From an optimization exercise on the open Yosys and OpenROAD flow, aimed at a short achievable clock period and few clock cycles per item; shortcuts taken in it are not production practice.
No functional check of the RTL was part of any run shown here.
No activity file was given, so power comes from the tool's default toggle rates.

==> design/flow/design.v <==
module lcc_core (
    input  wire        clk,
    input  wire        rst,         
    input  wire        cmd_valid,
    output wire        cmd_ready,
    input  wire [7:0]  cmd,
    input  wire [15:0] din,
    output reg         rsp_valid,
    output reg  [15:0] dout,
    output reg  [1:0]  rsp
);
    integer j;
    reg        pol;
    reg        prev;
    reg        err;
    reg        ill;
    reg [15:0] cnt;
    reg ready;
    assign cmd_ready = ready;
    reg        va;
    reg [7:0]  ca;
    reg [15:0] da;
    always @(posedge clk) begin
        ready <= ~rst;
        va    <= cmd_valid & ready & ~rst;
        ca    <= cmd;
        da    <= din;
    end
    wire [3:0] op_a = ca[7:4];
    wire [1:0] w_a  = ca[3:2];
    wire [1:0] z_a  = ca[1:0];
    wire [3:0] k_a  = ca[3:0];
    reg legal_a;
    always @* begin
        case (op_a)
            4'h0:    legal_a = (k_a == 4'd0);
            4'hB:    legal_a = (k_a <= 4'd4);
            4'hC:    legal_a = (k_a <= 4'd3);
            4'h1, 4'h2, 4'h3, 4'h5, 4'h6, 4'h7, 4'h8, 4'h9:
                     legal_a = (z_a == 2'b00) && (w_a != 2'b11);
            4'h4, 4'hA:
                     legal_a = (z_a == 2'b00) && (w_a == 2'b10);
            default: legal_a = 1'b0;
        endcase
    end
    wire [7:0] dmask_a = (w_a == 2'b00) ? 8'h01 : (w_a == 2'b01) ? 8'h0F : 8'hFF;
    wire [7:0] dm_a = da[7:0] & dmask_a;     
    wire [7:0] dn_a = ~da[7:0] & dmask_a;    
    reg [7:0] s_a, u_a;
    reg [7:0] xe_a, xo_a;                   
    reg [7:0] eq_a;                         
    reg [7:0] bl_a;                         
    always @* begin
        for (j = 0; j < 8; j = j + 1) begin
            s_a[j]  = ^(dm_a >> j);
            u_a[j]  = ^(dn_a >> j);
            xe_a[j] = da[2*j];
            xo_a[j] = da[2*j+1];
            eq_a[j] = ~(da[2*j+1] ^ da[2*j]);
        end
        for (j = 0; j < 7; j = j + 1)
            bl_a[j] = ~(da[2*j+1] ^ da[2*j+2]);
        bl_a[7] = 1'b0;
    end
    wire mal_a    = |(eq_a & dmask_a);
    wire [7:0] lmask_a = dmask_a >> 1;
    wire brest_a  = |(bl_a & lmask_a);
    wire xtop_a   = (w_a == 2'b00) ? da[1] : (w_a == 2'b01) ? da[7] : da[15];
    reg        vb;
    reg        lg_b;
    reg [7:0]  cb;
    reg [15:0] db;
    reg [7:0]  s_b, u_b, xo_b;
    reg        mal_b, brest_b, xtop_b;
    always @(posedge clk) begin
        vb      <= va & ~rst;
        lg_b    <= legal_a;
        cb      <= ca;
        db      <= da;
        s_b     <= s_a;
        u_b     <= u_a;
        xo_b    <= xo_a;
        mal_b   <= mal_a;
        brest_b <= brest_a;
        xtop_b  <= xtop_a;
    end
    wire [3:0] op_b = cb[7:4];
    wire [1:0] w_b  = cb[3:2];
    wire [3:0] k_b  = cb[3:0];
    wire [7:0]  dmask_b = (w_b == 2'b00) ? 8'h01 : (w_b == 2'b01) ? 8'h0F : 8'hFF;
    reg  [15:0] emask_b;
    reg  [15:0] topm_b;                     
    always @* begin
        for (j = 0; j < 8; j = j + 1) begin
            emask_b[2*j]   = dmask_b[j];
            emask_b[2*j+1] = dmask_b[j];
        end
        topm_b = (w_b == 2'b00) ? 16'h0001 : (w_b == 2'b01) ? 16'h0008 : 16'h0080;
    end
    reg [7:0] xe_b;
    always @* for (j = 0; j < 8; j = j + 1) xe_b[j] = db[2*j];
    reg [15:0] base_n, pm_n, qm_n;
    reg        sel_cnt_n, sel_cnte_n, sel_st_n;
    reg        r1_n, r0_n, ill_rsp_n;
    reg        pa_n, pb_n;                  
    reg        ekeep_n, es1_n, es0_n;       
    reg        i1_n, i0_n;                  
    reg        illset_n, illwr_n;
    reg        polwr_n, cntwr_n;
    always @* begin
        base_n     = 16'h0000;
        pm_n       = 16'h0000;
        qm_n       = 16'h0000;
        sel_cnt_n  = 1'b0;
        sel_cnte_n = 1'b0;
        sel_st_n   = 1'b0;
        r1_n       = 1'b0;
        r0_n       = 1'b0;
        ill_rsp_n  = 1'b0;
        pa_n       = 1'b1;
        pb_n       = 1'b0;
        ekeep_n    = 1'b1;
        es1_n      = 1'b0;
        es0_n      = 1'b0;
        i1_n       = 1'b0;
        i0_n       = 1'b0;
        illset_n   = 1'b0;
        illwr_n    = 1'b0;
        polwr_n    = 1'b0;
        cntwr_n    = 1'b0;
        if (!lg_b) begin
            illset_n  = 1'b1;
            ill_rsp_n = 1'b1;
        end else begin
            case (op_b)
                4'h1: begin  
                    for (j = 0; j < 8; j = j + 1) begin
                        base_n[2*j]   = db[j];
                        base_n[2*j+1] = ~db[j];
                    end
                    base_n = base_n & emask_b;
                    qm_n   = emask_b;
                end
                4'h2: begin  
                    base_n = {8'h00, xe_b & dmask_b};
                    qm_n   = {8'h00, dmask_b};
                    r1_n   = mal_b;
                    r0_n   = mal_b;
                end
                4'h3: begin  
                    r1_n  = mal_b;
                    r0_n  = mal_b;
                    es1_n = mal_b;
                    es0_n = mal_b;
                    i1_n  = ~mal_b;
                    i0_n  = ~mal_b;
                end
                4'h4: begin  
                    base_n = mal_b ? 16'h0000 : {8'h00, xe_b};
                    qm_n   = mal_b ? 16'h0000 : 16'h00FF;
                    r1_n   = mal_b;
                    r0_n   = mal_b;
                    es1_n  = mal_b;
                    es0_n  = mal_b;
                    i1_n   = ~mal_b;
                    i0_n   = ~mal_b;
                end
                4'h5: begin  
                    for (j = 0; j < 8; j = j + 1) begin
                        base_n[2*j+1] = ~s_b[j];
                        base_n[2*j]   = s_b[j];
                    end
                    base_n = base_n & emask_b;
                    pm_n   = emask_b;
                    pa_n   = ~s_b[0];
                    pb_n   = s_b[0];
                end
                4'h6: begin  
                    for (j = 0; j < 7; j = j + 1)
                        base_n[j] = ~(db[2*j+2] ^ db[2*j+1]);
                    base_n[7] = 1'b0;
                    base_n = (base_n & {8'h00, dmask_b >> 1})
                           | (topm_b & {16{~xtop_b}});
                    pm_n   = topm_b;
                    pa_n   = db[0];
                    pb_n   = db[0];
                end
                4'h7: begin  
                    for (j = 0; j < 8; j = j + 1) begin
                        base_n[2*j+1] = (j == 7) ? 1'b1 : ~u_b[(j+1) % 8];
                        base_n[2*j]   = u_b[j];
                    end
                    if (w_b == 2'b00) base_n[1] = 1'b1;
                    if (w_b == 2'b01) base_n[7] = 1'b1;
                    base_n = base_n & emask_b;
                    pm_n   = emask_b;
                    pa_n   = ~u_b[0];
                    pb_n   = u_b[0];
                end
                4'h8: begin  
                    base_n = {8'h00, (xo_b ^ xe_b) & dmask_b};
                    pa_n   = db[0];
                    pb_n   = db[0];
                end
                4'h9: begin  
                    r1_n  = xtop_b | brest_b;
                    r0_n  = ~xtop_b | brest_b;
                    es1_n = xtop_b | brest_b;
                    es0_n = ~xtop_b | brest_b;
                    i1_n  = ~(xtop_b | brest_b);
                    i0_n  = ~(~xtop_b | brest_b);
                    pa_n  = db[0];
                    pb_n  = db[0];
                end
                4'hA: begin  
                    base_n = {8'h00, db[7], db[6:0] ^ db[7:1]};
                    pm_n   = 16'h0080;
                end
                4'hB: begin  
                    case (k_b)
                        4'd0:    qm_n = 16'h0001;
                        4'd1:    pm_n = 16'h0001;
                        4'd2:    sel_st_n = 1'b1;
                        4'd3:    sel_cnt_n = 1'b1;
                        default: sel_cnte_n = 1'b1;
                    endcase
                end
                4'hC: begin  
                    case (k_b)
                        4'd0: polwr_n = 1'b1;
                        4'd1: begin
                            pa_n = db[0];
                            pb_n = db[0];
                        end
                        4'd2: begin
                            ekeep_n = 1'b0;
                            es1_n   = db[0];
                            es0_n   = db[0];
                            illwr_n = 1'b1;
                        end
                        default: cntwr_n = 1'b1;
                    endcase
                end
                default: ;  
            endcase
        end
        if (!vb) begin
            pa_n     = 1'b1;
            pb_n     = 1'b0;
            ekeep_n  = 1'b1;
            es1_n    = 1'b0;
            es0_n    = 1'b0;
            i1_n     = 1'b0;
            i0_n     = 1'b0;
            illset_n = 1'b0;
            illwr_n  = 1'b0;
            polwr_n  = 1'b0;
            cntwr_n  = 1'b0;
        end
    end
    reg        vc;
    reg [15:0] base_c, pm_c, qm_c, wd_c;
    reg        sel_cnt_c, sel_cnte_c, sel_st_c;
    reg        r1_c, r0_c, ill_rsp_c;
    reg        pa_c, pb_c, ekeep_c, es1_c, es0_c, i1_c, i0_c;
    reg        illset_c, illwr_c, polwr_c, cntwr_c;
    always @(posedge clk) begin
        vc         <= vb & ~rst;
        base_c     <= base_n;
        pm_c       <= pm_n;
        qm_c       <= qm_n;
        wd_c       <= db;
        sel_cnt_c  <= sel_cnt_n;
        sel_cnte_c <= sel_cnte_n;
        sel_st_c   <= sel_st_n;
        r1_c       <= r1_n;
        r0_c       <= r0_n;
        ill_rsp_c  <= ill_rsp_n;
        if (rst) begin
            pa_c     <= 1'b1;
            pb_c     <= 1'b0;
            ekeep_c  <= 1'b1;
            es1_c    <= 1'b0;
            es0_c    <= 1'b0;
            i1_c     <= 1'b0;
            i0_c     <= 1'b0;
            illset_c <= 1'b0;
            illwr_c  <= 1'b0;
            polwr_c  <= 1'b0;
            cntwr_c  <= 1'b0;
        end else begin
            pa_c     <= pa_n;
            pb_c     <= pb_n;
            ekeep_c  <= ekeep_n;
            es1_c    <= es1_n;
            es0_c    <= es0_n;
            i1_c     <= i1_n;
            i0_c     <= i0_n;
            illset_c <= illset_n;
            illwr_c  <= illwr_n;
            polwr_c  <= polwr_n;
            cntwr_c  <= cntwr_n;
        end
    end
    wire [15:0] cnt_inc = (cnt == 16'hFFFF) ? cnt : cnt + 16'd1;
    wire        do_inc  = ~err & (prev ? i1_c : i0_c);
    always @(posedge clk) begin
        if (rst) begin
            pol  <= 1'b0;
            prev <= 1'b0;
            err  <= 1'b0;
            ill  <= 1'b0;
            cnt  <= 16'h0000;
        end else begin
            if (polwr_c)
                pol <= wd_c[0];
            prev <= prev ? pa_c : pb_c;
            err  <= (err & ekeep_c) | (prev ? es1_c : es0_c);
            ill  <= illset_c | (illwr_c ? wd_c[1] : ill);
            if (cntwr_c)
                cnt <= wd_c;
            else if (do_inc)
                cnt <= cnt_inc;
        end
    end
    always @(posedge clk) begin
        rsp_valid <= vc & ~rst;
        dout <= base_c
              ^ (pm_c & {16{prev}})
              ^ (qm_c & {16{pol}})
              | (cnt & {16{sel_cnt_c | (sel_cnte_c & err)}})
              | {14'd0, sel_st_c & ill, sel_st_c & err};
        rsp  <= {ill_rsp_c, prev ? r1_c : r0_c};
    end
endmodule
==> design/flow/run.sh <==
#!/bin/bash
# synth_recipe.tcl (not shown) runs the flow's synth.tcl, then flattens the netlist and writes it again
# the make line also repeats each setting of config.mk as NAME=value (left out here)
make -C /OpenROAD-flow-scripts/flow DESIGN_CONFIG=/design/flow/config.mk WORK_HOME=/design/flow/orfs CLKGATE_MAP_FILE= SYNTH_SCRIPT=/design/flow/synth_recipe.tcl finish
==> design/flow/config.mk <==
export PLATFORM = sky130hd
export DESIGN_NAME = lcc_core
export DESIGN_NICKNAME = lcc_core
export VERILOG_FILES = /design/flow/design.v
export SDC_FILE = /design/flow/constraint.sdc
export NUM_CORES = 4
export LEC_CHECK = 0
export CAP_MARGIN = 20
export CORE_MARGIN = 2
export CORE_UTILIZATION = 40
export SETUP_SLACK_MARGIN = 1.2
export SLEW_MARGIN = 20
==> design/flow/constraint.sdc <==
create_clock -name core_clock -period 3.2 [get_ports {clk}]
set_input_delay 0.6400 -clock core_clock [delete_from_list [all_inputs] [get_ports {clk}]]
set_output_delay 0.6400 -clock core_clock [all_outputs]
set_load 0.01 [all_outputs]
==> impl_metrics.toml, run 1 <==
[run_status]
status = "no timing/DRC/antenna violations"

[synthesis]
synth_compound_area_frac = 0.1385
synth_simple_gate_area_frac = 0.1946
synthFlopType = "dfxtp_1"
synth_seq_cells = 171
syn_nets = 728
yosysSeqAreaShare = 0.5204
synth_top_family_by_area = "simple AND/OR/NAND/NOR gates"
synthAdderAreaFrac = 0.001902
synth_warnings = 1
muxShareOfSynthArea = 0.02891
async_flop_share = 0
syn_area_per_cell_um2 = 9.397
ys_types = 66
syn_area_um2 = 6578
synthXorXnorAreaFrac = 0.08484
netlist_instances = 700
synth_edf_count = 0

[setup_path]
critical-path-max-stage-delay_ns = 0.53
crit_path_top_delay_cell = "clkdlybuf4s50_1"
worst-path-buf-inv = 1
arrival_ns = 1.29
worstPathMaxFanout = 2
path_class = "reg -> out"
crit_path_start_kind = "flip-flop"
cp_data_required_time_ns = 2.56
crit_family = "buffers and inverters"
path_cells = "clkdlybuf4s50_1"
endpoint_kind = "primary output"

[cts]
cts_buffers = 17
clk_pin_slew_ns = 0.06
clk_latency_ns = 0.43
clock-sinks = 171
cts_hold_buf = 0
cts-root-buf = "clkbuf_16"
h-tree-depth = 4
clockBufferDepth = 2
cts_tree = "done"

[place]
dp_hpwl_mm = 12.12
portBuffers = 46
globalplace.congestion = 0.9318
dp_slack_ns = 0.9565

[timing]
period_needed_ns = 1.930
fin_skew_ns = 0.009311
period_share = 0.6032
worst_pin_slew_ns = 0.6057
setup_viol = 0
fin_tns_setup_ns = 0
slew_violations = 0
relSlewSlack = 0.5931
max_freq_mhz = 518.0
hold_viol_final = 0
rsz0062_at_grt = "true"
fin_ws_ns = 1.270

[routing]
drt-initial-drc-count = 399
vias = 5104
drcViolationCount = 0
viasPerCell = 5.289
totalWireLength_mm = 16.62
detail_route.wl_per_cell_um = 17.22
ant_nets = 0
drtPass1Iterations = 6

[global_routing]
grt_pass1_wl_mm = 26.21
gr-total-overflow = 0
grt_usage = 0.1918
grt_max_degree = 28
antenna_found_initial = 0
grt_pass1_vias = 4872

[final_layout]
syn2layout_area_growth_pct = 18.93
final_nets = 765
num_antenna_cells = 0
drive_above_1_share = 0.08945
nFillCells = 1546

[die]
die_width_um = 132.2
dieArea_um2 = 17490
placementRows = 46
die_y_um = 132.2
num_io_pins = 47
start_util = 0.4111
core-area_um2 = 16000

[pwr]
leakage_nw = 2.880
peakVddDrop_mv = 0.3901
power.total_mw = 4.602
cellPowerDensity_nw_per_um2 = 588.3

[hold_path]
hp-class = "reg -> reg"

[run]
max-cap-violations = 0
-- power breakdown --
| part | internal (mW) | switching [mW] |
|---|---|---|
| clock | 1.18 | 0.820 |
| sequential | 2.22 | 0.106 |
| combinational | 0.131 | 0.141 |
-- cell families (layout without fill, tap and decap cells) --
logic type,after synthesis,in the layout
AO/OA/AOI/OAI,147,147
XOR/XNOR,62,62
adder cells (fa/ha/maj),1,1
buffers and inverters,49,98
flip-flops,171,171
multiplexers,17,17
AND/OR/NAND/NOR,253,253
-- per-stage QoR --
stage                     std cells  hold WS, ns  utilization  area [um2]
after CTS                       965       0.3283       0.4874        7799
after global routing            965       0.3381       0.4889        7823
after detailed placement        934       0.3136       0.4504        7207
after floorplan                 700       0.3096            -        6578
final                           965       0.3269       0.4889        7823
after global placement          934       0.3110       0.4504        7207
-- timing repair --
| action | in CTS | in global routing |
|---|---|---|
| resized for setup | 6 | 9 |
| setup buffers | 0 | 0 |
| setup endpoints to repair | 19 | 13 |
| pin swaps | 0 | 1 |
-- cell usage after synthesis, drive strengths merged (2+ instances only) --
cell type | number | area [um2]
a2111oi | 2 | 18.77
a211oi | 8 | 60.06
a21o | 2 | 15.01
a21oi | 54 | 270.3
a221o | 2 | 20.02
a221oi | 2 | 17.52
a22oi | 2 | 15.01
a2bb2oi | 2 | 17.52
a311oi | 2 | 17.52
a31oi | 8 | 50.05
and2 | 11 | 72.57
and3 | 5 | 31.28
and4 | 2 | 17.52
buf | 13 | 66.31
clkbuf | 21 | 80.07
dfxtp | 171 | 3423
inv | 15 | 56.30
mux2 | 3 | 33.78
mux2i | 14 | 156.4
nand2 | 78 | 295.3
nand2b | 10 | 62.56
nand3 | 19 | 100.1
nand4 | 5 | 46.29
nand4b | 2 | 17.52
nor2 | 65 | 244.0
nor2b | 9 | 56.30
nor3 | 18 | 90.09
nor3b | 10 | 75.07
nor4 | 6 | 67.56
nor4b | 4 | 35.03
o211ai | 9 | 67.56
o21a | 2 | 15.01
o21ai | 35 | 182.7
o22ai | 5 | 31.28
o2bb2ai | 3 | 26.28
o32ai | 4 | 35.03
or2 | 2 | 12.52
or3 | 3 | 18.77
xnor2 | 31 | 279.0
xor2 | 31 | 279.0
-- path summary, 6_finish.rpt --
check,from,to,slack [ns],cells after the start
max,ready,cmd_ready,1.27,1
min,ill_rsp_c,rsp[1],0.33,0
max reg2reg,cnt[0],cnt[9],1.28,6
min reg2reg,ill_rsp_c,rsp[1],0.33,0
-- flip-flops by register name (all words and copies together), names as in the netlist, 2 cells and up --
register,cells
db,9
base_c,16
ca,8
da,16
qm_c,5
dout,16
wd_c,16
u_b,8
rsp,2
s_b,8
cnt,16
xo_b,7
pm_c,6
cb,8
-- cell type report --
class                      instances  area, um2  share of cell area
inverter                          15      56.30            0.007198
clock inverter                    11      117.6             0.01504
tap                              216      270.3             0.03455
multi-input combinational        480       2977              0.3805
sequential                       171       3440              0.4397
clock buffer                      20      456.7             0.05838
timing repair buffer              52      505.5             0.06462
-- routing by layer --
layer  vias to the layer above  global-route usage  routed length [um]
li1                       2498                   -                   -
met1                      2408              0.2574                7828
met2                       166              0.3018                7581
met3                        32             0.03614                 811
met4                         0             0.08483                 398
met5                         -                   0                   0
-- cells in the final DEF, fill, tap and decap left out, types with 3 or more instances in the layout --
cell             count
mux2_2               3
buf_4                6
nand2b_1            10
xor2_1              30
a21oi_1             54
dfxtp_1            164
clkdlybuf4s50_1     46
o32ai_1              4
nor3_1              16
a31oi_1              8
o21ai_0             32
and2_2               3
nor2b_1              9
o211ai_1             9
and2_1               8
clkinv_2             5
nand4_1              4
inv_1               15
a211oi_1             8
o2bb2ai_1            3
o22ai_1              5
dfxtp_2              4
nor2_1              64
nor4_1               4
nand3_1             18
xnor2_1             30
nor4b_1              4
and3_1               5
clkbuf_16           17
nor3b_1              9
or3_1                3
nand2_1             77
mux2i_1             12
dfxtp_4              3
==> run 2: changes to the inputs <==
--- a/design/flow/config.mk
+++ b/design/flow/config.mk
@@ -8,5 +8,6 @@
 export CAP_MARGIN = 20
 export CORE_MARGIN = 2
 export CORE_UTILIZATION = 40
-export SETUP_SLACK_MARGIN = 1.2
+export SETUP_SLACK_MARGIN = 3.0
 export SLEW_MARGIN = 20
+export TNS_END_PERCENT = 100
==> run 2 against run 1 <==
  * Still clean
  * Flip-flop and latch count stayed put
  * Core utilization is 19 points higher
  * Synthesized cell count stayed put
  * Clock skew is 0.0024 ns higher
  * Final area is 38% higher
  * Largest cell class is now multi-input gates
==> impl_metrics.toml, run 2 <==
[timing]
fin_worst_hold_slack_ns = 0.2886
max_freq_mhz = 586.9
period_share = 0.5325
slew_violations = 0
fin_tns_setup_ns = 0
setup_viol = 0
relSlewSlack = 0.6799
fin_skew_ns = 0.01172
rsz0062_at_grt = "true"
period_needed_ns = 1.704
hold_viol_final = 0
worst_pin_slew_ns = 0.4795

[cts]
clock-sinks = 171
clk_latency_ns = 0.44
h-tree-depth = 4
cts_hold_buf = 0
cts_buffers = 17
cts_tree = "done"
cts-root-buf = "clkbuf_16"
clockBufferDepth = 2
clk_pin_slew_ns = 0.07

[setup_path]
r2r_slack_ns = 1.50
cp_data_required_time_ns = 3.51
crit-reg2reg-launch = "cnt[0]"
worstPathMaxFanout = 6
path_class = "reg -> reg"
crit_path_start_kind = "flip-flop"
arrival_ns = 2.01
reg2regPathDepth = 5
startpoint = "cnt[0]"
reg2reg_to = "cnt[9]"
endpoint_kind = "flip-flop"

[synthesis]
yosysTopAreaCellShare = 0.5204
yosysSeqAreaShare = 0.5204
syn_nets = 728
syn_area_um2 = 6578
synthTopCellsByArea = "dfxtp_1, nand2_1, a21oi_1"
yosysTopAreaCell = "dfxtp_1"
synthFlopType = "dfxtp_1"
synthMostInstantiatedCell = "dfxtp_1"
synth_warnings = 1
syn_area_per_cell_um2 = 9.397
async_flop_share = 0
synth_edf_count = 0
synth_seq_cells = 171
synthTopCellsByCount = "dfxtp_1, nand2_1, nor2_1"
netlist_instances = 700
ys_types = 66

[run_status]
status = "no timing/DRC/antenna violations"

[final_layout]
final_common_cell = "buf_6"
syn2layout_area_growth_pct = 64.62
final_nets = 899
final_cell_mix = "buf_6, dfxtp_1, buf_4, nand2_1, nor2_1"
utilization = 0.6767
num_antenna_cells = 0
drive_above_1_share = 0.5690

[hold_path]
hp-class = "in -> reg"
whs_endpoint = "da[4]"
hold_depth = 1
min-delay-start = "din[4]"

[run]
max-cap-violations = 0

[die]
core-area_um2 = 16000
start_util = 0.4111
die_width_um = 132.2
num_io_pins = 47
placementRows = 46
dieArea_um2 = 17490
die_y_um = 132.2

[pwr]
leakage_nw = 4.161
peakVddDrop_mv = 0.4133
cellPowerDensity_nw_per_um2 = 448.1

[place]
portBuffers = 46
dp_hpwl_mm = 12.54
globalplace.congestion = 0.8505

[routing]
vias = 5741
totalWireLength_mm = 20.21
detail_route.wl_per_cell_um = 18.37
viasPerCell = 5.219
drtPass1Iterations = 5
drt-initial-drc-count = 263
drcViolationCount = 0
ant_nets = 0

[global_routing]
antenna_found_initial = 0
grt_max_degree = 22
grt_pass1_vias = 5677
grt_pass1_wl_mm = 30.63
grt_usage = 0.2252
gr-total-overflow = 0
run 2: layer usage:
layer  vias to the layer above  global-route usage  routed length (um)
li1                       2768                   -                   -
met1                      2771              0.2820                8502
met2                       161              0.3822               10350
met3                        41             0.04998                 868
met4                         0             0.08124                 484
met5                         -                   0                   0
run 2: cell families (layout without fill, tap and decap cells):
kind of cell / count (synthesis) / in the layout / synth area share
AND/OR/NAND/NOR: 253 / 253 / 0.1946
flip-flops: 171 / 171 / 0.5204
AO/OA/AOI/OAI: 147 / 147 / 0.1385
XOR/XNOR: 62 / 62 / 0.08484
buffers and inverters: 49 / 233 / 0.03081
multiplexers: 17 / 17 / 0.02891
adder cells (fa/ha/maj): 1 / 1 / 0.001902
run 2: stage by stage:
| stage | cells | instance area [um2] | worst slack [ns] | total power, mW |
|---|---|---|---|---|
| 2_1_floorplan | 700 | 7252 | 1.648 | 2.566 |
| 3_3_place_gp | 934 | 7702 | 1.121 | 2.678 |
| 4_1_cts | 1060 | 9985 | 1.588 | 4.766 |
| 5_1_grt | 1100 | 10830 | 1.436 | 5.040 |
| 3_5_place_dp | 934 | 7702 | 1.048 | 2.678 |
| 6_report | 1100 | 10830 | 1.496 | 4.852 |
run 2: what timing repair did:
action / CTS / global route
endpoints found under the setup margin: 191 / 191
resized for setup: 429 / 106
buffers inserted: 93 / 39
gates cloned: 1 / 1
pin swaps: 88 / 68
hold endpoints to repair: 0 / 0
run 2: critical path, cell delays in order, from the launching register on:
cell and delay, ns:
dfxtp_4 0.37, nand4_1 0.19, nor4_4 0.41, o21ai_4 0.15, nor3b_1 0.38, nor4_2 0.08
run 2: worst max-delay path by stage:
stage,to,slack [ns]
floorplan,base_c[3],1.65
global placement,base_c[12],1.12
detailed placement,base_c[7],1.05
CTS,cnt[14],1.59
global route,cnt[9],1.44
finish,cnt[9],1.50
run 2: layout make-up:
type,count,area [um2]
inverter,15,87.58
timing repair buffer,185,1982
tap,216,270.3
clock inverter,14,120.1
sequential,171,3630
clock buffer,18,429.2
multi-input combinational,480,4293
timing repair inverter,1,16.27
fill,1189,5172
run 2: report_power, final:
group          internal [mW]  total [mW]  switching (mW)
logic                  0.332       0.608           0.276
clock network           1.07        1.93           0.858
registers               2.21        2.32           0.109
==> run 3: changes to the inputs <==
--- a/design/flow/config.mk
+++ b/design/flow/config.mk
@@ -8,6 +8,6 @@
 export CAP_MARGIN = 20
 export CORE_MARGIN = 2
 export CORE_UTILIZATION = 40
-export SETUP_SLACK_MARGIN = 3.0
+export SETUP_SLACK_MARGIN = 2.0
 export SLEW_MARGIN = 20
 export TNS_END_PERCENT = 100
==> run 3 against run 2 <==
  * Still clean
  * Die area did not move
  * Clock power up 14%
  * Global-route usage is 1.0 points lower
  * Cell count shrank 2.4%
  * Non-clock buffer count decreased by 26
  * Clock skew down 0.0049 ns
  * Via count about the same
  * Critical endpoint is now cnt[15]
  * Highest routed layer unchanged
==> impl_metrics.toml, run 3 <==
[run_status]
status = "no timing/DRC/antenna violations"

[routing]
viasPerCell = 5.341
drcViolationCount = 0
drtPass1Iterations = 7
totalWireLength_mm = 19.60
drt-initial-drc-count = 472
detail_route.wl_per_cell_um = 18.25
vias = 5736
ant_nets = 0

[die]
core-area_um2 = 16000
dieArea_um2 = 17490
placementRows = 46
start_util = 0.4111
num_io_pins = 47
die_width_um = 132.2
die_y_um = 132.2

[timing]
setup_viol = 0
fin_tns_setup_ns = 0
rsz0062_at_grt = "true"
period_needed_ns = 1.689
period_share = 0.5277
slew_violations = 0
hold_viol_final = 0
max_freq_mhz = 592.2
relSlewSlack = 0.6014
worst_pin_slew_ns = 0.5971
fin_skew_ns = 0.006863
fin_ws_ns = 1.511

[global_routing]
grt_pass1_vias = 5530
gr-total-overflow = 0
grt_usage = 0.2152
grt_max_degree = 22
grt_pass1_wl_mm = 29.57
antenna_found_initial = 0

[setup_path]
worstPathMaxFanout = 5
crit_path_start_kind = "flip-flop"
r2r_slack_ns = 1.51
arrival_ns = 2.00
reg2reg_to = "cnt[15]"
cp_data_required_time_ns = 3.51
endpoint_kind = "flip-flop"
path_class = "reg -> reg"
reg2regPathDepth = 7
crit-reg2reg-launch = "prev"

[synthesis]
async_flop_share = 0
synth_edf_count = 0
syn_nets = 728
ys_types = 66
synthMostInstantiatedCell = "dfxtp_1"
netlist_instances = 700
yosysSeqAreaShare = 0.5204
synth_warnings = 1
synthTopCellsByCount = "dfxtp_1, nand2_1, nor2_1"
syn_area_um2 = 6578
syn_area_per_cell_um2 = 9.397
synthTopCellsByArea = "dfxtp_1, nand2_1, a21oi_1"
synthFlopType = "dfxtp_1"
yosysTopAreaCellShare = 0.5204
yosysTopAreaCell = "dfxtp_1"
synth_seq_cells = 171

[cts]
h-tree-depth = 4
cts_hold_buf = 0
cts_tree = "done"
clockBufferDepth = 2
clk_pin_slew_ns = 0.07
cts_buffers = 17
clk_latency_ns = 0.42
clock-sinks = 171
cts-root-buf = "clkbuf_16"

[place]
dpl.cell_count = 933
portBuffers = 46
dp_hpwl_mm = 11.93
dp_slack_ns = 1.000
globalplace.congestion = 0.8875

[pwr]
seqPwrFrac = 0.461
p_int_mw = 3.825
p_switching_mw = 1.210
clkPwrFrac = 0.437
leakage_nw = 3.827
power.total_mw = 5.036
cellPowerDensity_nw_per_um2 = 503.0
p_sw_frac = 0.2404
pwr-share-comb = 0.102
peakVddDrop_mv = 0.3782

[final_layout]
utilization = 0.6257
nFillCells = 1279
syn2layout_area_growth_pct = 52.22
final_cell_mix = "dfxtp_1, buf_4, nand2_1, nor2_1, buf_6"
num_antenna_cells = 0
instances_no_fill = 1074
final_nets = 873
final_common_cell = "dfxtp_1"
drive_above_1_share = 0.4231

[run]
max-cap-violations = 0

[hold_path]
hold_depth = 0
whs_endpoint = "rsp[1]"
min-delay-start = "ill_rsp_c"
hp-class = "reg -> reg"
==> run 3: cell types whose count changed in the layout (fill, tap and decap cells not counted), moves of 9 or more <==
cell             delta
clkdlybuf4s50_1    +25
nand2_1             +9
buf_6              -59
buf_2              +14
dfxtp_2            -26
dfxtp_4            -19
dfxtp_1            +45
==> run 3: area by class of cell <==
cell class                 count  area (um2)  area share
multi-input combinational    480        4025      0.4020
sequential                   171        3526      0.3522
timing repair buffer         159        1475      0.1473
clock buffer                  21       491.7     0.04911
tap                          216       270.3     0.02699
clock inverter                11       153.9     0.01537
inverter                      15       62.56    0.006248
timing repair inverter         1       7.507   0.0007498
==> run 3: how the worst max path moves through the flow <==
stage                     start        end
final                      prev    cnt[15]
after global routing       prev    cnt[11]
after CTS                  prev    cnt[15]
after detailed placement    rst       pa_c
after global placement      rst       pa_c
after floorplan           cb[7]  base_c[3]
==> run 3: metrics by stage <==
step,hold WS [ns],area [um2]
floorplan,0.3096,6920
global placement,0.3101,7433
detailed placement,0.3121,7433
CTS,0.3296,9225
global route,0.3382,10010
finish,0.3369,10010
==> run 3: critical path: stages (launching register included) <==
cell and delay, ns:
dfxtp_4 0.35, mux2i_4 0.18, buf_12 0.13, nor4_4 0.34
o21ai_4 0.15, buf_6 0.15, nor4b_4 0.21, nor3_2 0.05
==> run 3: kinds of logic after synthesis <==
family | count (synthesis) | synth area share
compound gates | 147 | 0.1385
fa+ha+maj | 1 | 0.001902
mux | 17 | 0.02891
simple gates | 253 | 0.1946
xor+xnor | 62 | 0.08484
buf+inv | 49 | 0.03081
flops | 171 | 0.5204
==> run 3: power by group through the flow <==
stage / clock (mW) / sequential [mW] / combinational (mW)
3_3_place_gp: 0 / 2.37 / 0.280
2_1_floorplan: 0 / 2.32 / 0.225
5_1_grt: 2.32 / 2.33 / 0.543
6_report: 2.20 / 2.32 / 0.512
4_1_cts: 2.23 / 2.31 / 0.423
3_5_place_dp: 0 / 2.37 / 0.281
==> run 3: metal layers <==
| metal | vias to the layer above | wire (um) | global-route usage | part of all wire |
|---|---|---|---|---|
| met4 | 0 | 680 | 0.09618 | 0.035 |
| met3 | 50 | 1014 | 0.03960 | 0.052 |
| met2 | 217 | 9476 | 0.3501 | 0.48 |
| met1 | 2753 | 8425 | 0.2797 | 0.43 |
| met5 | - | 0 | 0 | 0 |
| li1 | 2716 | - | - | - |
==> run 3: timing repair <==
item | in CTS | in global routing
gates resized for setup | 236 | 114
setup endpoints to repair | 107 | 104
setup buffers | 73 | 35
cloned | 1 | 0
hold endpoints to repair | 0 | 0
pin swaps | 57 | 63

==> port drivers added, routing unchanged <==
In the flow no input, the clock included, has a driving cell. The finished layouts below were timed again as built, in two steps. Step 1: set_driving_cell puts a clkbuf_16 on clk and a buf_2 on each other input, an assumption about the parent block. Step 2 adds t to the input delays and takes it off the output delays; t is the mean of the earliest and latest rising clock arrival at the registers after step 1. Input paths then give back, and output paths get back, about the clock's delay inside the block. Slacks: ideal / step 1 / step 2; pairs: ideal / step 1.
run | shift t [ns] | setup slack, ns | worst slew at a driven data input, ns
run 1 | 0.470 | 1.270 / 1.224 / 0.906 | 0.04
run 2 | 0.470 | 1.496 / 1.496 / 1.496 | 0.06
run 3 | 0.461 | 1.511 / 1.511 / 1.418 | 0.04
After both steps setup and hold are still met in every run listed. The setup slack of run 1, which loses most, moves by -0.046 ns with the drivers and by -0.364 ns with both steps.
